Source: an optimization exercise on an open RTL-to-GDS flow (aim: small area, a short achievable clock period and few clock cycles). Production flows keep margins and buffers that such runs may drop. RTL that was checked went through simulation tests only; none was proved equivalent to the original. For runs 1 to 5, only the layout was checked, not whether the RTL still works.

==> flow/design.v <==
module dani_deframer (
    input  wire         clk,
    input  wire         rst,            
    input  wire         cfg_proto,      
    input  wire [3:0]   cfg_ctrl_hi,    
    input  wire [7:0]   cfg_sq_code,    
    input  wire [27:0]  cfg_rsplen,     
    input  wire         in_valid,
    input  wire [7:0]   in_data,
    output wire         in_ready,
    output reg          out_valid,
    input  wire         out_ready,
    output wire [4:0]   out_len,        
    output wire [143:0] out_frame,      
    output wire [15:0]  out_drops       
);
    localparam BUFN = 18;
    reg              proto_q;
    reg              pn_q;      
    localparam [8*BUFN-1:0] INV = {{(8*BUFN-24){1'b1}}, 24'd0};
    reg [8*BUFN-1:0] bufs_q;
    wire [8*BUFN-1:0] buf_q = bufs_q ^ INV;
    reg [4:0]        cnt_q;     
    reg              in_rdy_q;  
    reg [15:0]       drops_q;   
    reg              drop_q;    
    reg              taken_q;   
    reg [4:0]        skip_q;    
    reg              sof0_q;    
    reg [BUFN-1:4]   omn_q;     
    reg              hd_drop;   
    reg              hd_cand;   
    reg [3:0]        hd_v;      
    reg  [BUFN-1:4]  hd_lt;     
    integer j;
    always @(*)
        for (j = 4; j < BUFN; j = j + 1)
            hd_lt[j] = pn_q ? ({1'b0, hd_v} >= j - 4) : ({1'b0, hd_v} >= j - 3);
    integer i;
    function [5:0] hdr_dec;     
        input [7:0] x0, x1, x2;
        input [1:0] p;
        reg         start, hdr, plaus;
        reg  [3:0]  n;
        begin
            if (!proto_q) begin
                start = (x0 == 8'hAA);
                hdr   = (p >= 2'd2);
                plaus = (x1[7:4] == cfg_ctrl_hi) && (x1[3:0] != 4'd0) && (x1[3:0] <= 4'd9);
                n     = x1[3:0];
            end else begin
                start = (x0[7:1] == 7'b1111101);
                hdr   = (p == 2'd3);
                plaus = 1'b1;
                n     = 4'd0;
                if (!x0[0]) begin
                    case (x2)
                        8'hF6: n = 4'd3;
                        8'hF3: n = 4'd1;
                        8'h83: n = 4'd2;
                        8'h9B: n = 4'd1;
                        8'h96: n = 4'd8;
                        8'h97: n = 4'd8;
                        default: begin
                            if (x2 != cfg_sq_code) plaus = 1'b0;
                        end
                    endcase
                end else begin
                    case (x2)
                        8'hF6: n = cfg_rsplen[3:0];
                        8'hF3: n = cfg_rsplen[7:4];
                        8'h83: n = cfg_rsplen[11:8];
                        8'h9B: n = cfg_rsplen[15:12];
                        8'h96: n = cfg_rsplen[19:16];
                        8'h97: n = cfg_rsplen[23:20];
                        default: n = (x2 == cfg_sq_code) ? cfg_rsplen[27:24] : 4'hF;
                    endcase
                    plaus = (n != 4'hF);
                end
            end
            hdr_dec = {((p != 2'd0) && !start) || (start && hdr && !plaus),
                       start && hdr && plaus, n};
        end
    endfunction
    wire [BUFN-1:0] lt_t = {hd_lt, 4'b1111};      
    reg  [BUFN-1:0] at_chk, at_eof;               
    reg  [7:0]      term [0:BUFN];
    reg  [7:0]      chk;
    reg             eof_ok;
    always @(*) begin
        chk    = 8'h00;
        eof_ok = 1'b0;
        for (i = 0; i < BUFN; i = i + 1) begin
            at_chk[i] = (i >= 3) && ({1'b0, hd_v} == i - 3);
            at_eof[i] = (i >= 4) && ({1'b0, hd_v} == i - 4);
            if (at_chk[i])
                chk = chk | buf_q[8*i +: 8];
            if (at_eof[i] && buf_q[8*i +: 8] == 8'h55)
                eof_ok = 1'b1;
            term[i] = lt_t[i] ? buf_q[8*i +: 8] : 8'h00;
        end
        term[0] = {1'b1, !pn_q, 1'b1, !pn_q, 1'b1, 1'b0, 1'b1, pn_q || buf_q[0]};
        if (pn_q) begin
            term[1] = 8'h00;
            term[3] = 8'h00;
        end
        term[BUFN] = ~{chk[6:0], 1'b0};
    end
    function [15:0] csa;        
        input [7:0] a, b, c;
        begin
            csa = {((a & b) | (a & c) | (b & c)) << 1, a ^ b ^ c};
        end
    endfunction
    wire [15:0] s1_0 = csa(term[0],  term[1],  term[2]);
    wire [15:0] s1_1 = csa(term[3],  term[4],  term[5]);
    wire [15:0] s1_2 = csa(term[6],  term[7],  term[8]);
    wire [15:0] s1_3 = csa(term[9],  term[10], term[11]);
    wire [15:0] s1_4 = csa(term[12], term[13], term[14]);
    wire [15:0] s1_5 = csa(term[15], term[16], term[17]);
    wire [15:0] s2_0 = csa(s1_0[7:0], s1_0[15:8], s1_1[7:0]);
    wire [15:0] s2_1 = csa(s1_1[15:8], s1_2[7:0], s1_2[15:8]);
    wire [15:0] s2_2 = csa(s1_3[7:0], s1_3[15:8], s1_4[7:0]);
    wire [15:0] s2_3 = csa(s1_4[15:8], s1_5[7:0], s1_5[15:8]);
    wire [15:0] s3_0 = csa(s2_0[7:0], s2_0[15:8], s2_1[7:0]);
    wire [15:0] s3_1 = csa(s2_1[15:8], s2_2[7:0], s2_2[15:8]);
    wire [15:0] s3_2 = csa(s2_3[7:0], s2_3[15:8], term[BUFN]);
    wire [15:0] s4_0 = csa(s3_0[7:0], s3_0[15:8], s3_1[7:0]);
    wire [15:0] s4_1 = csa(s3_1[15:8], s3_2[7:0], s3_2[15:8]);
    wire [15:0] s5_0 = csa(s4_0[7:0], s4_0[15:8], s4_1[7:0]);
    wire [15:0] s6_0 = csa(s5_0[7:0], s5_0[15:8], s4_1[15:8]);
    wire sum_ok = ((s6_0[7:0] ^ s6_0[15:8]) == 8'hFF);
    wire win_ok = sum_ok && (proto_q || (eof_ok && buf_q[31:27] == 5'd0));
    wire       skipping = (skip_q[4:1] != 4'd0);
    wire [4:0] hd_t     = {1'b0, hd_v} + (proto_q ? 5'd4 : 5'd5);    
    wire       complete = (cnt_q >= hd_t);
    wire       check    = !skipping && hd_cand && complete;
    wire       do_emit  = check && win_ok;
    wire       do_drop  = (!skipping && hd_drop) || (check && !win_ok);
    wire       rm_rdy   = skipping && out_valid;
    wire       rm_now   = skipping ? !out_valid : (hd_drop || (hd_cand && complete));
    wire       remove   = rm_now || (rm_rdy && out_ready);
    assign in_ready = in_rdy_q;
    wire   accept   = in_valid && in_rdy_q;
    wire       hd_unk = !skipping && !hd_drop && !hd_cand;
    wire [1:0] p0  = (cnt_q > 5'd2) ? 2'd3 : cnt_q[1:0];
    wire [1:0] p1  = (cnt_q > 5'd3) ? 2'd3 : (cnt_q == 5'd0) ? 2'd0 : cnt_q[1:0] - 2'd1;
    wire [23:0] dx = hd_unk ? buf_q[23:0] : buf_q[31:8];
    wire [5:0] dec = hdr_dec(dx[7:0], dx[15:8], dx[23:16], hd_unk ? p0 : p1);
    wire       dec_ld = skipping || hd_unk || rm_now;
    reg [BUFN-1:0] ld_in, en;
    always @(*) begin
        for (i = 0; i < BUFN; i = i + 1) begin
            ld_in[i] = (i + 1 >= cnt_q);
            en[i]    = (rm_now || (i >= cnt_q)) || (rm_rdy && out_ready);
        end
    end
    assign out_frame[7:0] = {1'b1, proto_q, 1'b1, proto_q, 1'b1, 1'b0, 1'b1, sof0_q};
    genvar g;
    generate
        for (g = 1; g < 4; g = g + 1) begin : g_out_lo
            assign out_frame[8*g +: 8] = bufs_q[8*(g-1) +: 8];
        end
        for (g = 4; g < BUFN; g = g + 1) begin : g_out
            assign out_frame[8*g +: 8] = ~(bufs_q[8*(g-1) +: 8] | {8{omn_q[g]}});
        end
    endgenerate
    assign out_len   = skip_q;
    assign out_drops = drops_q;
    always @(posedge clk) begin
        proto_q  <= cfg_proto;
        pn_q     <= !cfg_proto;
        for (i = 0; i < BUFN; i = i + 1)
            if (en[i])
                bufs_q[8*i +: 8] <= ((ld_in[i] || i == BUFN - 1) ? in_data : buf_q[8*((i+1)%BUFN) +: 8]) ^ INV[8*i +: 8];
        if (dec_ld) hd_v <= dec[3:0];
        if (!out_valid) omn_q <= ~hd_lt;
        if (do_emit) sof0_q <= buf_q[0];
        if (rst) begin
            cnt_q     <= 5'd0;
            in_rdy_q  <= 1'b1;
            drops_q   <= 16'd0;
            drop_q    <= 1'b0;
            taken_q   <= 1'b0;
            skip_q    <= 5'd0;
            out_valid <= 1'b0;
            hd_drop   <= 1'b0;
            hd_cand   <= 1'b0;
        end else begin
            cnt_q    <= cnt_q + {{4{remove && !accept}}, remove ^ accept};
            in_rdy_q <= !(((cnt_q == BUFN[4:0]) || (cnt_q == BUFN[4:0] - 5'd1 && accept)) && !remove);
            if (dec_ld) begin
                hd_drop <= dec[5];
                hd_cand <= dec[4];
            end
            if (skipping) begin
                if (rm_now || out_ready) skip_q <= skip_q - 5'd1;
            end else if (do_emit) begin
                skip_q <= hd_t;
            end
            drop_q <= do_drop;
            if (drop_q) begin
                if (drops_q != 16'hFFFF) drops_q <= drops_q + 16'd1;
            end else if (taken_q) begin
                drops_q <= 16'd0;
            end
            taken_q <= out_valid && out_ready;
            if (do_emit)
                out_valid <= 1'b1;
            else if (out_ready)
                out_valid <= 1'b0;
        end
    end
endmodule
==> flow/flow/run.sh <==
#!/bin/bash
# Standard layout, except that the port buffers are the small
# sky130_fd_sc_hd__buf_1 instead of the cell buffer_ports picks by itself.
set -euo pipefail
export BUFFER_PORTS_ARGS="-buffer_cell sky130_fd_sc_hd__buf_1"
bash standard.sh > standard.log 2>&1
==> flow/standard.sh <==
#!/bin/bash
# synth_recipe.tcl (not shown) runs the flow's synth.tcl, then flattens the netlist and writes it again
# the make line also repeats each setting of config.mk as NAME=value (left out here)
make -C /OpenROAD-flow-scripts/flow DESIGN_CONFIG=/design/flow/config.mk WORK_HOME=/design/flow/orfs CLKGATE_MAP_FILE= SYNTH_SCRIPT=/design/flow/synth_recipe.tcl "${@:-finish}"
==> flow/config.mk <==
export PLATFORM = sky130hd
export DESIGN_NAME = dani_deframer
export DESIGN_NICKNAME = dani_deframer
export VERILOG_FILES = /design/flow/design.v
export SDC_FILE = /design/flow/constraint.sdc
export NUM_CORES = 4
export LEC_CHECK = 0
export CAP_MARGIN = 20
export CELL_PAD_IN_SITES_DETAIL_PLACEMENT = 2
export CELL_PAD_IN_SITES_GLOBAL_PLACEMENT = 2
export CORE_MARGIN = 2
export CORE_UTILIZATION = 30
export CTS_CLUSTER_DIAMETER = 120
export CTS_CLUSTER_SIZE = 26
export PLACE_DENSITY = 0.5
export SLEW_MARGIN = 50
==> flow/constraint.sdc <==
create_clock -name core_clock -period 28.0 [get_ports {clk}]
set_input_delay 5.6000 -clock core_clock [delete_from_list [all_inputs] [get_ports {clk}]]
set_output_delay 5.6000 -clock core_clock [all_outputs]
set_load 0.01 [all_outputs]
==> results of run 1 <==
cell type report:
class                      instances  area, µm²  area share (%)
clock inverter                    13        131           0.768
tap                              672        841            4.91
clock buffer                      19        464            2.71
inverter                         119        447            2.61
sequential                       197       5580            32.6
timing repair buffer             241       1020            5.97
multi-input combinational       1234       8630            50.5
metal layers:
layer	part of all wire, %	vias to the layer above	GRT usage, %
met3	5.6	73	5.73
met4	2.3	2	7.29
met1	47	7047	38.6
met5	0.018	-	0
li1	-	6000	-
met2	45	371	42.5
state kept, by name, summed over array words and instances, names as in the netlist, 4 cells and up:
| name | flops |
|---|---|
| omn_q | 14 |
| cnt_q | 5 |
| drops_q | 16 |
| skip_q | 5 |
| hd_v | 4 |
| bufs_q | 144 |
worst paths after layout:
path                to
max reg2reg  skip_q[1]
min reg2reg    taken_q
min            taken_q
max           cnt_q[4]
critical path, delay by kind of cell:
| kind | cells | cell delay (ns) |
|---|---|---|
| buf+inv | 6 | 0.93 |
| simple gates | 2 | 0.25 |
| xor+xnor | 1 | 0.17 |
| compound gates | 3 | 0.32 |
| fa+ha+maj | 3 | 0.95 |
kinds of logic (layout without fill, tap and decap cells):
| group | Yosys count | after routing |
|---|---|---|
| and+or+nand+nor | 670 | 670 |
| muxes | 44 | 44 |
| other | 2 | 5 |
| AOI/OAI and AO/OA | 329 | 329 |
| buffers and inverters | 242 | 392 |
| DFF | 197 | 197 |
| xor gates and xnor gates | 58 | 58 |
| adders and majority gates | 128 | 128 |
Yosys cell counts (all sizes together) (4+ instances only):
cell,number
nor2,350
edfxtp,163
a21oi,129
inv,118
fa,99
nand2,97
o21ai,95
clkbuf,71
buf,52
nor3,43
xnor2,36
dfxtp,34
ha,29
nand3,28
or2,28
mux2i,25
nor4bb,23
xor2,21
mux2,19
o22ai,19
nand4,18
nand2b,16
nor2b,10
o221ai,10
or3,10
a31oi,9
and2,8
a21boi,7
a21o,7
nor4,7
o22a,7
a211oi,6
a22oi,6
and3,6
nand4b,6
nor3b,5
o21a,4
per-stage QoR:
step                setup slack [ns]  instances  utilization [%]
global route                   19.92       2495             34.3
CTS                            20.15       2493             34.1
finish                         20.14       2495             34.3
detailed placement             19.58       2461             32.9
floorplan                      20.29       1673                -
global placement               19.70       2461             32.8
==> notes.md, run 1 <==
status=complete, no violations; first-pass GRT wire length=around 100000 µm; synthesized area per cell=approximately 9.1 µm²; critical path's largest stage delay=about 0.40 ns; register area share after synthesis=between 30% and 40%; final net count=~2000; final hold violation count=0; RSZ-0062 raised after global routing=no; Simple-Gate Fraction of Synth Area=a little over a fifth; clk slew on worst S/H paths=roughly 0.08 ns; Synth Area in Adders=15.5%; Reg2Reg Depth=23; most frequent cells in the layout=nor2_1, buf_1, edfxtp_1, a21oi_1, inv_1; top cell type's share of synthesized area=32.4%; TritonCTS buffer count=17; Pins Over Slew Limit=0; post-synthesis xor/xnor area fraction=3.50%; gr usage total=27.4%; pin count of the biggest net entering global routing=45; die width=229 µm; worst hold stages=2; vias post-DR=13500; clk buf depth=2; vias in the first global route=approximately 14000; cells after synthesis=1670; Area contributors post-synth=edfxtp_1, fa_1, nor2_1; worst setup path startpoint=out_ready; EDFF count, synth=roughly 160; # rows=82; hold wc startpoint=out_valid; H-tree Lvls=4; largest area contributor in the netlist=edfxtp_1; hold buffer count at cts=0; Synth-to-Final Area Change=13.1%; antenna cells=0; largest family of logic cells by synthesized area=simple AND/OR/NAND/NOR gates; Pre-Repair DR Iteration Count=5; Post-CTS Setup Repair Bufs=0; Die Y=229 µm; drt total wl=~71000 µm; compound-gate portion of the synthesized area=about an eighth; Tcrit/Tclk final=between 20% and 30%; DRC=0; Sink Count=a little under 200; post-synthesis mux area share=around 3%; setup TNS=0 ns; Final ANT Viol Nets=0; worst hold slack=roughly 0.49 ns; Starting DRT DRC Count=between 1000 and 1500; fillcell total=approximately 5700; Final Instance Area=17100 µm²; data arrival time of the worst path=8.25 ns; fraction of registers with async set/reset=0%; leading cell type in the layout, fill and taps excluded=nor2_1; synthesis-stage register bit count=197; post-cts resize count=0; GP Congestion=about 0.91; crit-path max FO=14; final setup violating endpoints=0; most frequent CP cell=inv_1; crit path kind=in -> reg; Mapped Area=approximately 15000 µm²; relative slew slack=51.9%; Starting Density=between 30% and 40%; CTS root buf=clkbuf_16; MaxCap Viol Count=0; wire per inst=~28 µm; DP HPWL=53300 µm; die area=~52000 µm²; CP endpoint kind=flip-flop; DR vias/cell=about 5.4; clk_skew=~0.015 ns; Fmax=~130 MHz; Distinct cells, synth=78; initial antenna violation count=1; Syn. warnings=2; layout cells sized above 1=8.12%; Tightest Pin Transition=0.722 ns; Post-DP Area=16500 µm²; I/O Pins=220; CTS tree=built; Worst-Skew Late Latency=0.51 ns; CP startpoint kind=input pin; ys flop type=edfxtp_1; CP Cell Sequence=buf_1 -> nand2b_1 -> o21ai_1 -> buf_4 -> inv_1 -> ha_1 -> inv_1 -> ha_1 -> inv_1 -> fa_1 -> inv_1 -> a21o_1 -> a21oi_1 -> xnor2_1 -> nor2_1; Critical Path RT=approximately 28 ns; Core Region=50000 µm²; gr ovfl total=0; FF-to-FF setup slack=20.82 ns; CP max stage cell=ha_1; minimum clock period=7.86 ns; Worst Hold Class=reg -> reg; RR Startpoint=hd_v[1]; IO Port Bufs=approximately 210
==> run 2, diff against run 1 <==
--- a/flow/design.v
+++ b/flow/design.v
@@ -30,24 +30,26 @@
     reg [BUFN-1:4]   omn_q;     
     reg              hd_drop;   
     reg              hd_cand;   
-    reg [3:0]        hd_v;      
+    reg [4:0]        hd_w;      
     reg  [BUFN-1:4]  hd_lt;     
     integer j;
     always @(*)
         for (j = 4; j < BUFN; j = j + 1)
-            hd_lt[j] = pn_q ? ({1'b0, hd_v} >= j - 4) : ({1'b0, hd_v} >= j - 3);
+            hd_lt[j] = (hd_w >= j - 3);
     integer i;
-    function [5:0] hdr_dec;     
+    function [6:0] hdr_dec;     
         input [7:0] x0, x1, x2;
         input [1:0] p;
         reg         start, hdr, plaus;
         reg  [3:0]  n;
+        reg  [4:0]  w;
         begin
             if (!proto_q) begin
                 start = (x0 == 8'hAA);
                 hdr   = (p >= 2'd2);
                 plaus = (x1[7:4] == cfg_ctrl_hi) && (x1[3:0] != 4'd0) && (x1[3:0] <= 4'd9);
                 n     = x1[3:0];
+                w     = {1'b0, x1[3:0]} + 5'd1;
             end else begin
                 start = (x0[7:1] == 7'b1111101);
                 hdr   = (p == 2'd3);
@@ -77,9 +79,10 @@
                     endcase
                     plaus = (n != 4'hF);
                 end
+                w = {1'b0, n};
             end
             hdr_dec = {((p != 2'd0) && !start) || (start && hdr && !plaus),
-                       start && hdr && plaus, n};
+                       start && hdr && plaus, w};
         end
     endfunction
     wire [BUFN-1:0] lt_t = {hd_lt, 4'b1111};      
@@ -91,8 +94,8 @@
         chk    = 8'h00;
         eof_ok = 1'b0;
         for (i = 0; i < BUFN; i = i + 1) begin
-            at_chk[i] = (i >= 3) && ({1'b0, hd_v} == i - 3);
-            at_eof[i] = (i >= 4) && ({1'b0, hd_v} == i - 4);
+            at_eof[i] = lt_t[i] && (i == BUFN - 1 || !lt_t[i+1]);
+            at_chk[i] = !pn_q ? at_eof[i] : (i < BUFN - 1 && lt_t[i+1] && (i == BUFN - 2 || !lt_t[i+2]));
             if (at_chk[i])
                 chk = chk | buf_q[8*i +: 8];
             if (at_eof[i] && buf_q[8*i +: 8] == 8'h55)
@@ -132,7 +135,7 @@
     wire sum_ok = ((s6_0[7:0] ^ s6_0[15:8]) == 8'hFF);
     wire win_ok = sum_ok && (proto_q || (eof_ok && buf_q[31:27] == 5'd0));
     wire       skipping = (skip_q[4:1] != 4'd0);
-    wire [4:0] hd_t     = {1'b0, hd_v} + (proto_q ? 5'd4 : 5'd5);    
+    wire [4:0] hd_t     = hd_w + 5'd4;    
     wire       complete = (cnt_q >= hd_t);
     wire       check    = !skipping && hd_cand && complete;
     wire       do_emit  = check && win_ok;
@@ -142,12 +145,11 @@
     wire       remove   = rm_now || (rm_rdy && out_ready);
     assign in_ready = in_rdy_q;
     wire   accept   = in_valid && in_rdy_q;
-    wire       hd_unk = !skipping && !hd_drop && !hd_cand;
-    wire [1:0] p0  = (cnt_q > 5'd2) ? 2'd3 : cnt_q[1:0];
-    wire [1:0] p1  = (cnt_q > 5'd3) ? 2'd3 : (cnt_q == 5'd0) ? 2'd0 : cnt_q[1:0] - 2'd1;
-    wire [23:0] dx = hd_unk ? buf_q[23:0] : buf_q[31:8];
-    wire [5:0] dec = hdr_dec(dx[7:0], dx[15:8], dx[23:16], hd_unk ? p0 : p1);
-    wire       dec_ld = skipping || hd_unk || rm_now;
+    wire [1:0] p0 = (cnt_q > 5'd2) ? 2'd3 : cnt_q[1:0];
+    wire [1:0] p1 = (cnt_q > 5'd3) ? 2'd3 : (cnt_q == 5'd0) ? 2'd0 : cnt_q[1:0] - 2'd1;
+    wire [6:0] dec0 = hdr_dec(buf_q[7:0],  buf_q[15:8],  buf_q[23:16], p0);
+    wire [6:0] dec1 = hdr_dec(buf_q[15:8], buf_q[23:16], buf_q[31:24], p1);
+    wire [6:0] dec  = (rm_now || rm_rdy) ? dec1 : dec0;
     reg [BUFN-1:0] ld_in, en;
     always @(*) begin
         for (i = 0; i < BUFN; i = i + 1) begin
@@ -173,7 +175,7 @@
         for (i = 0; i < BUFN; i = i + 1)
             if (en[i])
                 bufs_q[8*i +: 8] <= ((ld_in[i] || i == BUFN - 1) ? in_data : buf_q[8*((i+1)%BUFN) +: 8]) ^ INV[8*i +: 8];
-        if (dec_ld) hd_v <= dec[3:0];
+        hd_w  <= dec[4:0];
         if (!out_valid) omn_q <= ~hd_lt;
         if (do_emit) sof0_q <= buf_q[0];
         if (rst) begin
@@ -189,10 +191,8 @@
         end else begin
             cnt_q    <= cnt_q + {{4{remove && !accept}}, remove ^ accept};
             in_rdy_q <= !(((cnt_q == BUFN[4:0]) || (cnt_q == BUFN[4:0] - 5'd1 && accept)) && !remove);
-            if (dec_ld) begin
-                hd_drop <= dec[5];
-                hd_cand <= dec[4];
-            end
+            hd_drop <= dec[6];
+            hd_cand <= dec[5];
             if (skipping) begin
                 if (rm_now || out_ready) skip_q <= skip_q - 5'd1;
             end else if (do_emit) begin
==> notes.md, run 2 <==
initial antenna violation count=1 (unchanged); most frequent cell after synthesis=nor2_1; Worst Hold Class=reg -> reg; first-pass GRT wire length=104000 µm (+1.1%); Area contributors post-synth=edfxtp_1, fa_1, nor2_1; top cell type's share of synthesized area=30.6% (-1.8 points); # rows=83 (+1.2%); fillcell total=5818 (+2.4%); CTS root buf=clkbuf_16; drt total wl=71900 µm (+1.7%); CP max stage cell=fa_1; most frequent cells in the layout=nor2_1, buf_1, nand2_1, edfxtp_1, o21ai_0; crit path kind=in -> reg; Worst-Skew Late Latency=0.50 ns (about the same); Starting DRT DRC Count=830 (-23%); placed cells=2525 (+2.6%); minimum clock period=7.64 ns (-0.227 ns); IO Port Bufs=214 (unchanged); vias post-DR=13900 (+2.9%); final net count=2058 (+3.4%); crit-path max FO=20 (+6); Starting Density=30.4% (+0.11 points); synthesis-stage register bit count=198 (+0.51%); Setup WS post-layout=20.36 ns (+0.227 ns); RSZ-0062 raised after global routing=no; DP HPWL=54600 µm (+2.4%); DRC=0 (unchanged); Tcrit/Tclk final=27.3% (-0.81 points); antenna cells=0 (unchanged); fin cells=2559 (+2.6%); Distinct cells, synth=82 (+5.1%); gr usage total=27.1% (-0.34 points); GP Congestion=0.949 (+4.0%); number of flip-flops under the largest register name=144 (unchanged); cells after synthesis=1724 (+3.2%); Post-CTS Setup Repair Bufs=0 (unchanged); largest registers=bufs_q (144), drops_q (16), omn_q (14); Final Instance Area=17600 µm² (+2.7%); Pre-Repair DR Iteration Count=5 (unchanged); Syn. warnings=6 (+4); setup TNS=0 ns (unchanged); gr ovfl total=0 (unchanged); EDFF count, synth=159 (-2.5%); synthesized area per cell=9.06 µm² (about the same); fraction of registers with async set/reset=0% (unchanged); die area=53900 µm² (+3.2%); Pins Over Slew Limit=0 (unchanged); final setup violating endpoints=0 (unchanged); relative slew slack=48.6% (-3.3 points); Sink Count=198 (+0.51%); top cells by count, synth=nor2_1, nand2_1, edfxtp_1, o21ai_0, inv_1; post-place setup slack=19.87 ns (+0.288 ns); data arrival time of the worst path=8.02 ns (-0.23 ns); largest area contributor in the netlist=edfxtp_1; clk buf depth=2 (unchanged); clk_skew=0.0164 ns (+0.00133 ns); clk slew on worst S/H paths=0.08 ns (about the same); ys flop type=edfxtp_1; hold buffer count at cts=0 (unchanged); Final ANT Viol Nets=0 (unchanged); Critical Path RT=28.38 ns (about the same); Core Region=51400 µm² (+2.9%); Mapped Area=15600 µm² (+3.3%); Tightest Pin Transition=0.764 ns (+0.0429 ns); CP delay by family, top=adder cells; I/O Pins=220 (unchanged); leading cell type in the layout, fill and taps excluded=nor2_1; Fmax=131 MHz (+3.0%); final hold violation count=0 (unchanged); Die Y=232 µm (+1.6%); H-tree Lvls=4 (unchanged); CP endpoint kind=flip-flop; layout cells sized above 1=6.76% (-1.4 points); CP Cell Sequence=buf_1 -> nor2_1 -> nand2_1 -> nand2_1 -> buf_4 -> inv_1 -> ha_1 -> inv_1 -> ha_1 -> inv_1 -> fa_1 -> inv_1 -> a21o_1 -> a21oi_1 -> xnor2_1 -> nor2_1; critical path's largest stage delay=0.41 ns (about the same); CP startpoint kind=input pin; Biggest register=bufs_q; MaxCap Viol Count=0 (unchanged); TritonCTS buffer count=17 (unchanged); status=complete, no violations; die width=232 µm (+1.6%); pin count of the biggest net entering global routing=37 (-18%); register area share after synthesis=35.6% (-1.3 points); most frequent CP cell=inv_1; Synth-to-Final Area Change=12.6%; CTS tree=built; Buf+Inv Stages, Crit Path=6 (unchanged); DR vias/cell=5.43 (+0.36%); vias in the first global route=14800 (+4.1%); post-cts resize count=0 (unchanged); Post-DP Area=17000 µm² (+3.0%); wire per inst=28.1 µm (-0.87%)
==> run 2: cell types whose count changed after synthesis, sizes merged, moves of 15 or more <==
cell    delta
nand2     +63
o21ai     +41
nand2b    +15
a21oi     -60
nor2      -41
nor3      -17
or2       -17
==> run 2: final cells by class <==
cell class / count / area (µm²) / share of cell area (%)
clock inverters: 15 / 164 / 0.932
multi-input cells: 1280 / 9070 / 51.6
inverters: 119 / 447 / 2.54
well taps: 680 / 851 / 4.84
clock buffers: 17 / 425 / 2.42
flip-flops and latches: 198 / 5560 / 31.6
repair buffers: 250 / 1070 / 6.10
==> run 2: through the flow <==
| step | utilization [%] | hold WS [ns] |
|---|---|---|
| detailed placement | 33.0 | 0.506 |
| global placement | 32.9 | 0.489 |
| floorplan | - | 0.449 |
| CTS | 34.1 | 0.519 |
| finish | 34.2 | 0.512 |
| global route | 34.2 | 0.542 |
==> run 2: final timing paths <==
path	start	to	slack, ns	depth (start not counted)
max	out_ready	cnt_q[4]	20.36	16
min	skip_q[0]	skip_q[0]	0.51	2
max reg2reg	hd_w[2]	skip_q[4]	20.47	25
min reg2reg	skip_q[0]	skip_q[0]	0.51	2
==> run 2: worst min-delay path: stages, from the launching register on <==
cell     delay (ns)
dfxtp_1        0.34
nand2_1        0.06
a31oi_1        0.06
==> run 2: logic make-up after synthesis <==
family	synth area share, %
AOI/OAI and AO/OA	13.3
xor gates and xnor gates	5.08
adders and majority gates	16.0
buffers and inverters	7.00
DFF	35.6
muxes	2.05
other	0.0481
and+or+nand+nor	21.0
==> run 2: per-layer routing <==
metal / global-route usage, % / up-vias / part of all wire, %
li1: - / 6185 / -
met4: 8.17 / 0 / 2.4
met2: 47.2 / 349 / 51
met5: 0 / - / 0
met1: 34.1 / 7283 / 42
met3: 4.44 / 72 / 4.5
==> run 3, diff against run 2 <==
--- a/flow/design.v
+++ b/flow/design.v
@@ -94,8 +94,8 @@
         chk    = 8'h00;
         eof_ok = 1'b0;
         for (i = 0; i < BUFN; i = i + 1) begin
-            at_eof[i] = lt_t[i] && (i == BUFN - 1 || !lt_t[i+1]);
-            at_chk[i] = !pn_q ? at_eof[i] : (i < BUFN - 1 && lt_t[i+1] && (i == BUFN - 2 || !lt_t[i+2]));
+            at_eof[i] = (i >= 3) && (hd_w == i - 3);
+            at_chk[i] = pn_q ? ((i >= 2) && (hd_w == i - 2)) : at_eof[i];
             if (at_chk[i])
                 chk = chk | buf_q[8*i +: 8];
             if (at_eof[i] && buf_q[8*i +: 8] == 8'h55)
==> notes.md, run 3 <==
leading cell type in the layout, fill and taps excluded=nor2_1; Synth-to-Final Area Change=11.9%; CP startpoint kind=flip-flop; initial antenna violation count=0 (-1); final hold violation count=0 (unchanged); IO Port Bufs=214 (unchanged); DP HPWL=57700 µm (+5.7%); Starting DRT DRC Count=855 (+3.0%); Fmax=126 MHz (-3.8%); drt total wl=75500 µm (+4.9%); # rows=84 (+1.2%); Core Region=52300 µm² (+1.8%); cells after synthesis=1777 (+3.1%); MaxCap Viol Count=0 (unchanged); clk slew on worst S/H paths=0.08 ns (about the same); pin count of the biggest net entering global routing=41 (+11%); Die Y=233 µm (+0.54%); ys flop type=edfxtp_1; CP endpoint kind=flip-flop; post-cts resize count=0 (unchanged); largest registers=bufs_q (144), drops_q (16), omn_q (14); setup TNS=0 ns (unchanged); Critical Path RT=28.40 ns (+0.02 ns); clk buf depth=2 (unchanged); CTS tree=built; Mapped Area=15800 µm² (+1.1%); EDFF count, synth=159 (unchanged); RSZ-0062 raised after global routing=no; die area=54500 µm² (+1.1%); hold buffer count at cts=0 (unchanged); Worst Hold Class=reg -> reg; die width=233 µm (+0.54%); final net count=2098 (+1.9%); CTS root buf=clkbuf_16; Tcrit/Tclk final=28.4% (+1.1 points); synthesis-stage register bit count=198 (unchanged); clk_skew=0.0134 ns (-0.00305 ns); DRC=0 (unchanged); gr usage total=28.0% (+0.95 points); Final Instance Area=17700 µm² (+0.52%); Pre-Repair DR Iteration Count=5 (unchanged); gr ovfl total=0 (unchanged); synthesized area per cell=8.89 µm² (-1.9%); wl on met1=33700 µm (+10%); first-pass GRT wire length=108000 µm (+4.2%); status=complete, no violations; WL met2=37500 µm (+3.0%); Sink Count=198 (unchanged); GP Congestion=0.918 (-3.3%); Tightest Pin Transition=0.778 ns (+0.0134 ns); I/O Pins=220 (unchanged); number of flip-flops under the largest register name=144 (unchanged); most frequent cell after synthesis=nor2_1; largest area contributor in the netlist=edfxtp_1; TritonCTS buffer count=17 (unchanged); relative slew slack=48.1% (-0.42 points); H-tree Lvls=4 (unchanged); most frequent cells in the layout=nor2_1, buf_1, nand2_1, edfxtp_1, o21ai_0; WL met3=2440 µm (-24%); crit-path max FO=17 (-15%); Biggest register=bufs_q; Highest Signal Layer=met4; Starting Density=30.2% (-0.21 points); Pins Over Slew Limit=0 (unchanged); register area share after synthesis=35.2% (-0.39 points); vias post-DR=14200 (+2.0%); vias in the first global route=14800 (-0.041%); minimum clock period=7.94 ns (+0.303 ns); Area contributors post-synth=edfxtp_1, fa_1, nor2_1; Distinct cells, synth=87 (+6.1%); Final ANT Viol Nets=0 (unchanged); top cells by count, synth=nor2_1, nand2_1, edfxtp_1, o21ai_0, inv_1; fraction of registers with async set/reset=0% (unchanged); Post-DP Area=17100 µm² (+0.73%); top cell type's share of synthesized area=30.2% (-0.33 points); crit path kind=reg -> reg; data arrival time of the worst path=8.34 ns (+0.32 ns); final setup violating endpoints=0 (unchanged); layout cells sized above 1=7.14% (+0.38 points); Worst-Skew Late Latency=0.50 ns (about the same); DR vias/cell=5.43 (about the same); wire per inst=28.9 µm (+2.9%); Syn. warnings=2 (-4); Post-CTS Setup Repair Bufs=0 (unchanged)
[run 3: cell count changes after synthesis, moves of 8 or more]
| cell | previous run | this run |
|---|---|---|
| o211ai_1 | 14 | 1 |
| nor2_1 | 307 | 327 |
| o22ai_1 | 27 | 36 |
| nand2b_1 | 31 | 23 |
| nand3_1 | 23 | 37 |
| inv_1 | 119 | 127 |
| nor2b_1 | 11 | 20 |
[run 3: through the flow]
stage / worst slack, ns / hold slack, ns / cells / util [%]
4_1_cts: 20.12 / 0.504 / 2605 / 33.7
6_report: 20.06 / 0.495 / 2608 / 33.8
5_1_grt: 19.71 / 0.543 / 2607 / 33.8
3_5_place_dp: 19.94 / 0.492 / 2573 / 32.6
3_3_place_gp: 19.97 / 0.475 / 2572 / 32.5
2_1_floorplan: 20.07 / 0.449 / 1780 / -
[run 3: final timing paths]
kind                                start   endpoint  slack, ns  depth (start not counted)
worst max-delay path              hd_w[2]  skip_q[4]      20.06                         27
worst min-delay path            out_valid    taken_q       0.49                          2
worst max register to register    hd_w[2]  skip_q[4]      20.06                         27
worst min register to register  out_valid    taken_q       0.49                          2
[run 3: logic make-up after synthesis]
group | Yosys count | synth area share (%)
simple gates | 729 | 21.8
compound gates | 349 | 13.8
buf+inv | 262 | 7.26
flops | 198 | 35.2
fa+ha+maj | 139 | 15.7
xor+xnor | 74 | 4.34
mux | 24 | 1.85
other cells | 2 | 0.0476
[run 3: cell type report]
type | count | area [µm²]
Fill cell | 5979 | 34700
Multi-Input combinational cell | 1320 | 9190
Sequential cell | 198 | 5560
Timing Repair Buffer | 242 | 1040
Tap cell | 688 | 861
Inverter | 127 | 477
Clock buffer | 21 | 440
Clock inverter | 11 | 116
Antenna cell | 1 | 2.50
[run 3: critical path, stage by stage (launching register included)]
cell	delay, ns
dfxtp_1	0.31
buf_4	0.31
inv_1	0.17
ha_1	0.42
nor2b_1	0.21
o22ai_1	0.14
nand2b_1	0.24
inv_1	0.20
nor2_1	0.09
fa_1	0.55
inv_1	0.10
fa_1	0.52
fa_1	0.49
fa_1	0.55
inv_1	0.05
fa_1	0.47
inv_1	0.06
fa_1	0.42
xor2_1	0.16
xnor2_1	0.19
xnor2_1	0.11
xnor2_1	0.15
xnor2_1	0.24
xnor3_2	0.30
xnor3_2	0.45
o41ai_4	0.50
a311oi_1	0.16
a31o_2	0.23
[run 3: layer usage]
layer	up-vias	global-route usage (%)
met5	-	0
met2	305	48.1
met4	0	7.73
met3	82	3.17
met1	7453	37.2
li1	6325	-
==> run 4, diff against run 3 <==
--- a/flow/design.v
+++ b/flow/design.v
@@ -8,7 +8,7 @@
     input  wire         in_valid,
     input  wire [7:0]   in_data,
     output wire         in_ready,
-    output reg          out_valid,
+    output wire         out_valid,
     input  wire         out_ready,
     output wire [4:0]   out_len,        
     output wire [143:0] out_frame,      
@@ -25,31 +25,32 @@
     reg [15:0]       drops_q;   
     reg              drop_q;    
     reg              taken_q;   
+    reg              chk_q;     
+    reg              ok_q;      
+    reg              ov_q;      
     reg [4:0]        skip_q;    
     reg              sof0_q;    
     reg [BUFN-1:4]   omn_q;     
     reg              hd_drop;   
     reg              hd_cand;   
-    reg [4:0]        hd_w;      
+    reg [3:0]        hd_v;      
     reg  [BUFN-1:4]  hd_lt;     
     integer j;
     always @(*)
         for (j = 4; j < BUFN; j = j + 1)
-            hd_lt[j] = (hd_w >= j - 3);
+            hd_lt[j] = pn_q ? ({1'b0, hd_v} >= j - 4) : ({1'b0, hd_v} >= j - 3);
     integer i;
-    function [6:0] hdr_dec;     
+    function [5:0] hdr_dec;     
         input [7:0] x0, x1, x2;
         input [1:0] p;
         reg         start, hdr, plaus;
         reg  [3:0]  n;
-        reg  [4:0]  w;
         begin
             if (!proto_q) begin
                 start = (x0 == 8'hAA);
                 hdr   = (p >= 2'd2);
                 plaus = (x1[7:4] == cfg_ctrl_hi) && (x1[3:0] != 4'd0) && (x1[3:0] <= 4'd9);
                 n     = x1[3:0];
-                w     = {1'b0, x1[3:0]} + 5'd1;
             end else begin
                 start = (x0[7:1] == 7'b1111101);
                 hdr   = (p == 2'd3);
@@ -79,10 +80,9 @@
                     endcase
                     plaus = (n != 4'hF);
                 end
-                w = {1'b0, n};
             end
             hdr_dec = {((p != 2'd0) && !start) || (start && hdr && !plaus),
-                       start && hdr && plaus, w};
+                       start && hdr && plaus, n};
         end
     endfunction
     wire [BUFN-1:0] lt_t = {hd_lt, 4'b1111};      
@@ -94,8 +94,8 @@
         chk    = 8'h00;
         eof_ok = 1'b0;
         for (i = 0; i < BUFN; i = i + 1) begin
-            at_eof[i] = (i >= 3) && (hd_w == i - 3);
-            at_chk[i] = pn_q ? ((i >= 2) && (hd_w == i - 2)) : at_eof[i];
+            at_chk[i] = (i >= 3) && ({1'b0, hd_v} == i - 3);
+            at_eof[i] = (i >= 4) && ({1'b0, hd_v} == i - 4);
             if (at_chk[i])
                 chk = chk | buf_q[8*i +: 8];
             if (at_eof[i] && buf_q[8*i +: 8] == 8'h55)
@@ -134,12 +134,12 @@
     wire [15:0] s6_0 = csa(s5_0[7:0], s5_0[15:8], s4_1[15:8]);
     wire sum_ok = ((s6_0[7:0] ^ s6_0[15:8]) == 8'hFF);
     wire win_ok = sum_ok && (proto_q || (eof_ok && buf_q[31:27] == 5'd0));
-    wire       skipping = (skip_q[4:1] != 4'd0);
-    wire [4:0] hd_t     = hd_w + 5'd4;    
+    wire       fail_now = chk_q && !ok_q;
+    assign     out_valid = (chk_q && ok_q) || ov_q;
+    wire       skipping = (skip_q[4:1] != 4'd0) && !fail_now;
+    wire [4:0] hd_t     = {1'b0, hd_v} + (proto_q ? 5'd4 : 5'd5);    
     wire       complete = (cnt_q >= hd_t);
     wire       check    = !skipping && hd_cand && complete;
-    wire       do_emit  = check && win_ok;
-    wire       do_drop  = (!skipping && hd_drop) || (check && !win_ok);
     wire       rm_rdy   = skipping && out_valid;
     wire       rm_now   = skipping ? !out_valid : (hd_drop || (hd_cand && complete));
     wire       remove   = rm_now || (rm_rdy && out_ready);
@@ -147,9 +147,9 @@
     wire   accept   = in_valid && in_rdy_q;
     wire [1:0] p0 = (cnt_q > 5'd2) ? 2'd3 : cnt_q[1:0];
     wire [1:0] p1 = (cnt_q > 5'd3) ? 2'd3 : (cnt_q == 5'd0) ? 2'd0 : cnt_q[1:0] - 2'd1;
-    wire [6:0] dec0 = hdr_dec(buf_q[7:0],  buf_q[15:8],  buf_q[23:16], p0);
-    wire [6:0] dec1 = hdr_dec(buf_q[15:8], buf_q[23:16], buf_q[31:24], p1);
-    wire [6:0] dec  = (rm_now || rm_rdy) ? dec1 : dec0;
+    wire [5:0] dec0 = hdr_dec(buf_q[7:0],  buf_q[15:8],  buf_q[23:16], p0);
+    wire [5:0] dec1 = hdr_dec(buf_q[15:8], buf_q[23:16], buf_q[31:24], p1);
+    wire [5:0] dec  = (rm_now || rm_rdy) ? dec1 : dec0;
     reg [BUFN-1:0] ld_in, en;
     always @(*) begin
         for (i = 0; i < BUFN; i = i + 1) begin
@@ -175,9 +175,9 @@
         for (i = 0; i < BUFN; i = i + 1)
             if (en[i])
                 bufs_q[8*i +: 8] <= ((ld_in[i] || i == BUFN - 1) ? in_data : buf_q[8*((i+1)%BUFN) +: 8]) ^ INV[8*i +: 8];
-        hd_w  <= dec[4:0];
+        hd_v  <= dec[3:0];
         if (!out_valid) omn_q <= ~hd_lt;
-        if (do_emit) sof0_q <= buf_q[0];
+        if (check) sof0_q <= buf_q[0];
         if (rst) begin
             cnt_q     <= 5'd0;
             in_rdy_q  <= 1'b1;
@@ -185,30 +185,32 @@
             drop_q    <= 1'b0;
             taken_q   <= 1'b0;
             skip_q    <= 5'd0;
-            out_valid <= 1'b0;
+            chk_q     <= 1'b0;
+            ov_q      <= 1'b0;
             hd_drop   <= 1'b0;
             hd_cand   <= 1'b0;
         end else begin
             cnt_q    <= cnt_q + {{4{remove && !accept}}, remove ^ accept};
             in_rdy_q <= !(((cnt_q == BUFN[4:0]) || (cnt_q == BUFN[4:0] - 5'd1 && accept)) && !remove);
-            hd_drop <= dec[6];
-            hd_cand <= dec[5];
+            hd_drop <= dec[5];
+            hd_cand <= dec[4];
             if (skipping) begin
                 if (rm_now || out_ready) skip_q <= skip_q - 5'd1;
-            end else if (do_emit) begin
+            end else if (check) begin
                 skip_q <= hd_t;
+            end else begin
+                skip_q <= 5'd0;
             end
-            drop_q <= do_drop;
-            if (drop_q) begin
+            chk_q <= check;
+            ok_q  <= win_ok;
+            drop_q <= !skipping && hd_drop;
+            if (drop_q || fail_now) begin
                 if (drops_q != 16'hFFFF) drops_q <= drops_q + 16'd1;
             end else if (taken_q) begin
                 drops_q <= 16'd0;
             end
             taken_q <= out_valid && out_ready;
-            if (do_emit)
-                out_valid <= 1'b1;
-            else if (out_ready)
-                out_valid <= 1'b0;
+            ov_q    <= out_valid && !out_ready;
         end
     end
 endmodule
==> notes.md, run 4 <==
Critical Path RT=28.39 ns (about the same); Post-CTS Setup Repair Bufs=0 (unchanged); Area contributors post-synth=edfxtp_1, fa_1, nor2_1; cells after synthesis=1689 (-5.0%); gr ovfl total=0 (unchanged); Core Region=51300 µm² (-2.0%); CTS root buf=clkbuf_16; layout cells sized above 1=8.87% (+1.7 points); hold buffer count at cts=0 (unchanged); crit-path max FO=20 (+3); top cell type's share of synthesized area=30.9% (+0.63 points); Final ANT Viol Nets=0 (unchanged); synthesized area per cell=9.22 µm² (+3.7%); drt total wl=73000 µm (-3.2%); CP delay by family, top=adder cells; IO Port Bufs=214 (unchanged); # rows=83 (-1.2%); EDFF count, synth=160 (+0.63%); Pins Over Slew Limit=0 (unchanged); antenna cells=0 (-1); most frequent cell after synthesis=nor2_1; Tightest Pin Transition=0.741 ns (-0.0371 ns); clk buf depth=2 (unchanged); largest registers=bufs_q (144), drops_q (16), omn_q (14); initial antenna violation count=2 (+2); largest area contributor in the netlist=edfxtp_1; CP startpoint kind=input pin; final net count=2006 (-4.4%); die area=53700 µm² (-1.4%); leading cell type in the layout, fill and taps excluded=nor2_1; relative slew slack=50.6% (+2.5 points); number of flip-flops under the largest register name=144 (unchanged); gr usage total=27.6% (-0.35 points); clk_skew=0.0131 ns (-0.000245 ns); minimum clock period=7.89 ns (-0.0474 ns); final setup violating endpoints=0 (unchanged); Sink Count=199 (+0.51%); status=complete, no violations; RR Startpoint=hd_v[3]; setup TNS=0 ns (unchanged); vias in the first global route=14600 (-1.1%); vias post-DR=13600 (-4.0%); Pre-Repair DR Iteration Count=7 (+2); clk slew on worst S/H paths=0.08 ns (about the same); TritonCTS buffer count=17 (unchanged); Biggest register=bufs_q; Fmax=127 MHz (+0.60%); final hold violation count=0 (unchanged); Distinct cells, synth=98 (+13%); CTS tree=built; I/O Pins=220 (unchanged); data arrival time of the worst path=8.29 ns (-0.05 ns); most frequent CP cell=inv_1; Synth-to-Final Area Change=12.0% (about the same); Starting Density=30.3% (+0.18 points); Syn. warnings=2 (unchanged); most frequent cells in the layout=nor2_1, buf_1, edfxtp_1, nand2_1, o21ai_0; CP max stage cell=fa_1; H-tree Lvls=4 (unchanged); CP endpoint kind=flip-flop; pin count of the biggest net entering global routing=40 (-2.4%); placed cells=2486 (-3.4%); fin cells=2518 (-3.5%); ys flop type=edfxtp_1; top cells by count, synth=nor2_1, edfxtp_1, nand2_1, o21ai_0, inv_1; MaxCap Viol Count=0 (unchanged); Worst Hold Class=reg -> reg; Starting DRT DRC Count=894 (+4.6%); post-cts resize count=0 (unchanged); GP Congestion=0.895 (-2.5%); Worst-Skew Late Latency=0.51 ns (about the same); Buf+Inv Stages, Crit Path=6 (unchanged); worst setup path startpoint=out_ready; Die Y=232 µm (-0.70%); crit path kind=in -> reg; fillcell total=5781 (-3.3%); register area share after synthesis=35.9% (+0.70 points); DR vias/cell=5.40 (-0.54%); critical path's largest stage delay=0.42 ns (-0.13 ns); synthesis-stage register bit count=199 (+0.51%); die width=232 µm (-0.70%); first-pass GRT wire length=106000 µm (-1.8%); DRC=0 (unchanged); DP HPWL=55100 µm (-4.4%); wire per inst=29.0 µm (+0.21%); RSZ-0062 raised after global routing=no; Mapped Area=15600 µm² (-1.4%); Tcrit/Tclk final=28.2% (-0.17 points); hold wc startpoint=hd_drop; fraction of registers with async set/reset=0% (unchanged); CP Cell Sequence=buf_1 -> nor2_1 -> nand2_1 -> nand2_1 -> buf_4 -> inv_1 -> ha_1 -> inv_1 -> ha_1 -> inv_1 -> fa_1 -> inv_1 -> a21o_1 -> a21oi_1 -> xnor2_1 -> nor2_1
==> run 4: changes by cell type after synthesis, sizes merged, moves of 8 or more <==
cell / change
nand3: -28
nor2: -27
nand2: -18
clkbuf: -17
buf: +15
inv: -12
ha: -11
nand4: -11
nor2b: -9
a22oi: +8
mux2: +8
nand3b: +8
==> run 4: cell type report <==
class                      count  area [µm²]  share of cell area, %
inverter                     115         432                   2.48
multi-input combinational   1245        8930                   51.2
clock inverter                12         101                  0.581
sequential                   199        5590                   32.1
clock buffer                  20         479                   2.75
tap                          680         851                   4.88
timing repair buffer         247        1060                   6.06
==> run 4: path summary, 6_finish.rpt <==
check              to  slack [ns]  cells past startpoint
max          cnt_q[4]       20.11                     16
max reg2reg      ok_q       21.07                     18
min reg2reg    drop_q        0.51                      1
min            drop_q        0.51                      1
==> run 4: metal layers <==
metal | vias up | routed length (µm) | track usage (%)
li1 | 6101 | - | -
met1 | 7147 | 32300 | 36.0
met2 | 289 | 36600 | 47.8
met3 | 65 | 2250 | 3.32
met4 | 0 | 1880 | 8.51
met5 | - | 0 | 0
==> run 4: stage by stage <==
| step | utilization, % | hold slack [ns] | instance area, µm² | setup slack, ns |
|---|---|---|---|---|
| floorplan | - | 0.446 | 15600 | 20.11 |
| global placement | 32.7 | 0.510 | 16800 | 19.75 |
| detailed placement | 32.8 | 0.523 | 16900 | 19.58 |
| CTS | 34.0 | 0.520 | 17400 | 20.13 |
| global route | 34.0 | 0.515 | 17400 | 19.88 |
| finish | 34.0 | 0.506 | 17400 | 20.11 |
==> run 4: cells by family after synthesis <==
group	count (synthesis)	share of synthesized area (%)
AO/OA/AOI/OAI	355	14.4
XOR/XNOR	76	4.41
adder cells (fa/ha/maj)	128	15.1
buffers and inverters	248	7.27
flip-flops	199	35.9
multiplexers	30	2.24
other	2	0.0482
AND/OR/NAND/NOR	651	20.7
==> run 5, diff against run 4 <==
--- a/flow/design.v
+++ b/flow/design.v
@@ -144,6 +144,8 @@
     wire       rm_now   = skipping ? !out_valid : (hd_drop || (hd_cand && complete));
     wire       remove   = rm_now || (rm_rdy && out_ready);
     assign in_ready = in_rdy_q;
+    wire [4:0] cnt_p1 = cnt_q + 5'd1;
+    wire [4:0] cnt_m1 = cnt_q - 5'd1;
     wire   accept   = in_valid && in_rdy_q;
     wire [1:0] p0 = (cnt_q > 5'd2) ? 2'd3 : cnt_q[1:0];
     wire [1:0] p1 = (cnt_q > 5'd3) ? 2'd3 : (cnt_q == 5'd0) ? 2'd0 : cnt_q[1:0] - 2'd1;
@@ -190,7 +192,7 @@
             hd_drop   <= 1'b0;
             hd_cand   <= 1'b0;
         end else begin
-            cnt_q    <= cnt_q + {{4{remove && !accept}}, remove ^ accept};
+            cnt_q    <= remove ? (accept ? cnt_q : cnt_m1) : (accept ? cnt_p1 : cnt_q);
             in_rdy_q <= !(((cnt_q == BUFN[4:0]) || (cnt_q == BUFN[4:0] - 5'd1 && accept)) && !remove);
             hd_drop <= dec[5];
             hd_cand <= dec[4];
==> notes.md, run 5 <==
status=complete, no violations; top cell type's share of synthesized area=31.1% (+0.24 points); Reg2Reg Depth=19 (+1); Worst-Skew Late Latency=0.51 ns (about the same); die area=53300 µm² (-0.78%); RR Startpoint=hd_v[3]; crit path kind=in -> reg; leading cell type in the layout, fill and taps excluded=nor2_1; register area=5590 µm² (about the same); TritonCTS buffer count=17 (unchanged); final setup violating endpoints=0 (unchanged); vias post-DR=13800 (+1.2%); multi-input gate area in the final layout=8830 µm² (-1.1%); Tightest Pin Transition=0.738 ns (-0.00300 ns); DP HPWL=55000 µm (-0.19%); DR vias/cell=5.46 (+1.2%); Distinct cells, synth=81 (-17%); Biggest register=bufs_q; ys flop type=edfxtp_1; fillcell total=5787 (+0.10%); GR Util met1=34.6% (-1.4 points); crit-path max FO=5 (-75%); number of flip-flops under the largest register name=144 (unchanged); hold buffer count at cts=0 (unchanged); CP startpoint kind=input pin; clk buf depth=2 (unchanged); Worst Hold Class=reg -> reg; layout cells sized above 1=6.74% (-2.1 points); DRC=0 (unchanged); most frequent cell after synthesis=nor2_1; gr ovfl total=0 (unchanged); GRT busiest layer=met2; Syn. warnings=2 (unchanged); antenna cells=0 (unchanged); post-place setup slack=19.97 ns (+0.396 ns); hold wc startpoint=hd_drop; worst hold stages=1 (unchanged); fin cells=2520 (+0.079%); IO Port Bufs=214 (unchanged); synthesized area per cell=9.02 µm² (-2.2%); EDFF count, synth=160 (unchanged); CTS tree=built; largest area contributor in the netlist=edfxtp_1; CTS root buf=clkbuf_16; Sink Count=199 (unchanged); final hold violation count=0 (unchanged); post-cts resize count=0 (unchanged); drt total wl=72500 µm (-0.68%); Final ANT Viol Nets=0 (unchanged); pin count of the biggest net entering global routing=37 (-7.5%); GP Congestion=0.909 (+1.6%); Setup WS post-layout=20.49 ns (+0.386 ns); first-pass GRT wire length=104000 µm (-2.1%); Worst Hold Path EP=drop_q; fraction of registers with async set/reset=0% (unchanged); H-tree Lvls=4 (unchanged); largest registers=bufs_q (144), drops_q (16), omn_q (14); CP endpoint kind=flip-flop; Core Region=51100 µm² (-0.40%); RR Endpoint=ok_q; gr usage total=27.4% (-0.28 points); Area contributors post-synth=edfxtp_1, fa_1, nor2_1; # rows=83 (unchanged); vias in the first global route=14800 (+1.2%); MaxCap Viol Count=0 (unchanged); M2 GR Usage=47.0% (-0.80 points); Fmax=133 MHz (+5.1%); initial antenna violation count=1 (-1); clk_skew=0.0119 ns (-0.00123 ns); Pins Over Slew Limit=0 (unchanged); placed cells=2486 (unchanged); Starting Density=30.2% (-0.12 points); cells after synthesis=1713 (+1.4%); setup TNS=0 ns (unchanged); Die Y=231 µm (-0.39%); Post-CTS Setup Repair Bufs=0 (unchanged); clk slew on worst S/H paths=0.09 ns (about the same); Tcrit/Tclk final=26.8% (-1.4 points); FF-to-FF setup slack=20.88 ns (-0.19 ns); Final Instance Area=17300 µm² (-0.98%); data arrival time of the worst path=7.89 ns (-0.40 ns); Pre-Repair DR Iteration Count=7 (unchanged); Synth-to-Final Area Change=11.8%; top cells by count, synth=nor2_1, edfxtp_1, nand2_1, o21ai_0, inv_1; die width=231 µm (-0.39%); register area share after synthesis=36.2% (+0.28 points); synthesis-stage register bit count=199 (unchanged); wire per inst=28.8 µm (-0.76%); most frequent cells in the layout=nor2_1, buf_1, nand2_1, edfxtp_1, o21ai_0; Starting DRT DRC Count=908 (+1.6%); Mapped Area=15400 µm² (-0.79%); I/O Pins=220 (unchanged); Post-DP Area=16600 µm² (-1.4%); RSZ-0062 raised after global routing=no; minimum clock period=7.51 ns (-0.386 ns); final net count=2005 (-0.050%); relative slew slack=50.6% (about the same); M3 GR Usage=4.01% (+0.70 points); Critical Path RT=28.38 ns (about the same)
-- run 5: cell types whose count changed in the layout (fill, tap and decap cells not counted), moves of 7 or more --
cell | previous run | this run
mux2_2 | 19 | 4
nand4_1 | 13 | 26
and3_1 | 9 | 21
nand2_1 | 148 | 160
buf_4 | 33 | 23
o211ai_1 | 1 | 11
a21oi_1 | 71 | 63
inv_1 | 115 | 107
and2_1 | 2 | 9
nand3b_1 | 11 | 4
o21ai_0 | 129 | 136
xor2_1 | 29 | 22
-- run 5: kinds of logic (layout without fill, tap and decap cells) --
kind of cell               Yosys count  in the layout  share of synthesized area [%]
adders and majority gates          125            125                           14.9
xor gates and xnor gates            76             76                           4.75
AOI/OAI and AO/OA                  346            346                           13.7
muxes                               19             19                           1.59
DFF                                199            199                           36.2
buffers and inverters              256            380                           7.25
other                                2              5                         0.0486
and+or+nand+nor                    690            690                           21.6
-- run 5: worst max-delay path: stages --
cell and delay (ns):
buf_1 0.18, xnor2_1 0.15, nand4_1 0.27, or3_1 0.43, a2111oi_0 0.63, a21oi_1 0.16, mux4_2 0.47
-- run 5: worst max path at each step --
stage,to,depth (start not counted),startpoint
after floorplan,hd_v[0],6,cfg_sq_code[4]
after global placement,hd_v[0],7,cfg_sq_code[4]
after detailed placement,hd_v[1],7,cfg_sq_code[4]
after CTS,hd_v[1],7,cfg_sq_code[4]
after global routing,hd_v[1],7,cfg_sq_code[4]
final,hd_v[1],7,cfg_sq_code[4]
-- run 5: per-stage QoR --
stage / util (%) / hold WS, ns
after floorplan: - / 0.458
after global placement: 32.5 / 0.514
after detailed placement: 32.5 / 0.528
after CTS: 33.7 / 0.537
after global routing: 33.8 / 0.540
final: 33.8 / 0.531
-- run 5: area by class of cell --
class	instances	area share, %
multi-input combinational	1261	51.1
timing repair buffer	239	5.86
clock buffer	17	2.46
inverter	109	2.37
clock inverter	15	0.891
sequential	199	32.4
tap	680	4.93
-- run 5: routing by layer --
layer | part of all wire (%) | vias to the layer above
met5 | 0 | -
met4 | 3.6 | 0
met3 | 3.7 | 103
met2 | 49 | 357
met1 | 43 | 7182
li1 | - | 6129
==> run 6, diff against run 5 <==
--- a/flow/design.v
+++ b/flow/design.v
@@ -17,6 +17,7 @@
     localparam BUFN = 18;
     reg              proto_q;
     reg              pn_q;      
+    reg [7:0]        sq_q;
     localparam [8*BUFN-1:0] INV = {{(8*BUFN-24){1'b1}}, 24'd0};
     reg [8*BUFN-1:0] bufs_q;
     wire [8*BUFN-1:0] buf_q = bufs_q ^ INV;
@@ -65,7 +66,7 @@
                         8'h96: n = 4'd8;
                         8'h97: n = 4'd8;
                         default: begin
-                            if (x2 != cfg_sq_code) plaus = 1'b0;
+                            if (x2 != sq_q) plaus = 1'b0;
                         end
                     endcase
                 end else begin
@@ -76,7 +77,7 @@
                         8'h9B: n = cfg_rsplen[15:12];
                         8'h96: n = cfg_rsplen[19:16];
                         8'h97: n = cfg_rsplen[23:20];
-                        default: n = (x2 == cfg_sq_code) ? cfg_rsplen[27:24] : 4'hF;
+                        default: n = (x2 == sq_q) ? cfg_rsplen[27:24] : 4'hF;
                     endcase
                     plaus = (n != 4'hF);
                 end
@@ -174,6 +175,7 @@
     always @(posedge clk) begin
         proto_q  <= cfg_proto;
         pn_q     <= !cfg_proto;
+        sq_q     <= cfg_sq_code;
         for (i = 0; i < BUFN; i = i + 1)
             if (en[i])
                 bufs_q[8*i +: 8] <= ((ld_in[i] || i == BUFN - 1) ? in_data : buf_q[8*((i+1)%BUFN) +: 8]) ^ INV[8*i +: 8];
==> notes.md, run 6 <==
status=complete, no violations; IO Port Bufs=214 (unchanged); Syn. warnings=2 (unchanged); Sink Count=207 (+4.0%); I/O Pins=220 (unchanged); Core Region=51400 µm² (+0.61%); relative slew slack=48.4% (-2.3 points); RSZ-0062 raised after global routing=no; final setup violating endpoints=0 (unchanged); synthesized area per cell=9.07 µm² (+0.61%); fraction of registers with async set/reset=0% (unchanged); pin count of the biggest net entering global routing=46 (+24%); post-cts resize count=0 (unchanged); initial antenna violation count=4 (+3); RR Startpoint=hd_v[1]; Die Y=232 µm (+0.53%); Mapped Area=15600 µm² (+1.1%); clk slew on worst S/H paths=0.11 ns (+0.02 ns); Starting Density=30.4% (+0.14 points); FF-to-FF setup slack=21.09 ns (+0.21 ns); crit-path max FO=17 (+12); Tcrit/Tclk final=25.9% (-0.94 points); Post-DP Area=16900 µm² (+1.7%); Worst-Skew Late Latency=0.51 ns (about the same); Synth-to-Final Area Change=11.0%; DP HPWL=54200 µm (-1.6%); vias in the first global route=14700 (-0.87%); final hold violation count=0 (unchanged); CTS root buf=clkbuf_16; gr ovfl total=0 (unchanged); DRC=0 (unchanged); die area=53900 µm² (+1.1%); TritonCTS buffer count=12 (-5); clk_skew=0.0229 ns (+0.0110 ns); vias post-DR=13700 (-0.48%); clk buf depth=3 (+1); most frequent cells in the layout=nor2_1, buf_1, nand2_1, edfxtp_1, o21ai_0; CP delay by family, top=buffers and inverters; top cells by count, synth=nor2_1, nand2_1, edfxtp_1, o21ai_0, inv_1; ys flop type=edfxtp_1; worst setup path startpoint=ok_q; Biggest register=bufs_q; minimum clock period=7.24 ns (-0.263 ns); EDFF count, synth=160 (unchanged); CP startpoint kind=flip-flop; Final ANT Viol Nets=0 (unchanged); register area share after synthesis=36.8% (+0.64 points); die width=232 µm (+0.53%); final net count=2027 (+1.1%); RR Endpoint=ok_q; Worst Hold Path EP=drop_q; layout cells sized above 1=6.80% (+0.057 points); wire per inst=28.2 µm (-2.0%); largest area contributor in the netlist=edfxtp_1; Worst Hold Class=reg -> reg; Highest Signal Layer=met4; CTS tree=built; Reg2Reg Depth=20 (+1); top cell type's share of synthesized area=30.8% (-0.33 points); WL met2=35700 µm (-0.22%); antenna cells=0 (unchanged); critical path's largest stage delay=0.43 ns (-0.20 ns); wl on met1=31100 µm (-1.0%); cells after synthesis=1721 (+0.47%); Starting DRT DRC Count=1064 (+17%); leading cell type in the layout, fill and taps excluded=nor2_1; MaxCap Viol Count=0 (unchanged); setup TNS=0 ns (unchanged); Distinct cells, synth=89 (+9.9%); CP endpoint kind=primary output; CP max stage cell=edfxtp_1; data arrival time of the worst path=1.64 ns (-6.25 ns); Tightest Pin Transition=0.755 ns (+0.0171 ns); Fmax=138 MHz (+3.6%); synthesis-stage register bit count=207 (+4.0%); H-tree Lvls=1 (-3); hold wc startpoint=hd_drop; GP Congestion=0.930 (+2.3%); # rows=83 (unchanged); most frequent cell after synthesis=nor2_1; drt total wl=71500 µm (-1.5%); CP Cell Sequence=a21oi_2 -> buf_4 -> inv_1 -> buf_1; first-pass GRT wire length=103000 µm (-1.1%); DR vias/cell=5.41 (-1.0%); Area contributors post-synth=edfxtp_1, fa_1, nor2_1; hold buffer count at cts=0 (unchanged); largest registers=bufs_q (144), drops_q (16), omn_q (14); Buf+Inv Stages, Crit Path=3 (+2); Critical Path RT=22.40 ns (-5.98 ns); Pre-Repair DR Iteration Count=5 (-2); gr usage total=26.3% (-1.0 points); WL met3=2280 µm (-15%); Pins Over Slew Limit=0 (unchanged); crit path kind=reg -> out; Post-CTS Setup Repair Bufs=0 (unchanged); Final Instance Area=17300 µm² (+0.38%); number of flip-flops under the largest register name=144 (unchanged); worst hold stages=1 (unchanged)
==> run 6: layout make-up <==
type	count	area, µm²
multi-input combinational	1277	8900
timing repair buffer	245	1040
clock buffer	16	337
inverter	106	398
tap	680	851
sequential	207	5750
fill	5883	34100
clock inverter	3	55.1
==> run 6: logic make-up (layout without fill, tap and decap cells) <==
logic type      after synthesis  after routing  share of synthesized area [%]
simple gates                699            699                           21.2
compound gates              349            349                           14.0
buf+inv                     240            370                           6.84
flops                       207            207                           36.8
fa+ha+maj                   125            125                           14.7
xor+xnor                     79             79                           4.70
mux                          20             20                           1.71
other cells                   2              5                         0.0481
==> run 6: layer usage <==
metal,GRT usage [%],vias up
met5,0,-
met4,8.17,0
met3,2.36,97
met2,46.0,322
met1,34.4,7126
li1,-,6160
==> run 6: worst max path at each step <==
| stage | endpoint | slack, ns | cells past startpoint |
|---|---|---|---|
| after floorplan | bufs_q[72] | 20.68 | 5 |
| after global placement | bufs_q[3] | 20.07 | 5 |
| after detailed placement | hd_cand | 20.36 | 9 |
| after CTS | out_valid | 20.71 | 4 |
| after global routing | out_valid | 20.67 | 4 |
| final | out_valid | 20.76 | 4 |
==> run 6: per-stage QoR <==
step                      setup slack [ns]  std cells  util (%)  hold WS [ns]
final                                20.76       2534      33.7         0.531
after global routing                 20.67       2534      33.7         0.558
after CTS                            20.71       2532      33.6         0.543
after detailed placement             20.36       2513      32.9         0.522
after global placement               20.07       2513      32.8         0.513
after floorplan                      20.68       1724         -         0.449
==> run 6: worst register-to-register path, stage by stage, from the launching register on <==
cell and delay (ns):
dfxtp_2 0.33, buf_4 0.29, or3_1 0.51, a21oi_2 0.57, nor2_1 0.14, fa_1 0.52, inv_1 0.06, fa_1 0.55
fa_1 0.47, fa_1 0.55, inv_1 0.05, fa_1 0.52, inv_1 0.05, fa_1 0.42, xor2_1 0.16, xnor2_1 0.21
xnor2_1 0.17, xnor2_1 0.16, xnor2_1 0.16, xnor3_1 0.40, nor4_2 0.39
Testbench counts of run 6, summed over its fixed seeds: cycles 32,298.

[what the ideal ports hide]
How much do the figures lean on ideal ports? The routed layouts below were timed once more, with nothing changed but the port constraints.
Step 1: set_driving_cell puts a clkbuf_16 on clk and a buf_2 on each other input, an assumption about the parent block.
Step 2 adds t to the input delays and takes it off the output delays; t is the mean of the earliest and latest rising clock arrival at the registers after step 1. Input paths then give back, and output paths get back, about the clock's delay inside the block.
a / b / c = no drivers / after step 1 / after step 2; a / b = the first two.
run	t, ns	setup slack, ns	worst setup path after step 2
run 1	0.563	20.135 / 20.165 / 19.602	input to register
run 2	0.552	20.362 / 20.400 / 19.848	input to register
run 3	0.558	20.059 / 20.059 / 19.975	input to register
run 4	0.562	20.106 / 20.148 / 19.586	input to register
run 5	0.565	20.492 / 20.524 / 19.959	input to register
run 6	0.560	20.755 / 20.695 / 20.397	input to register
After both steps setup and hold are still met in every run listed.
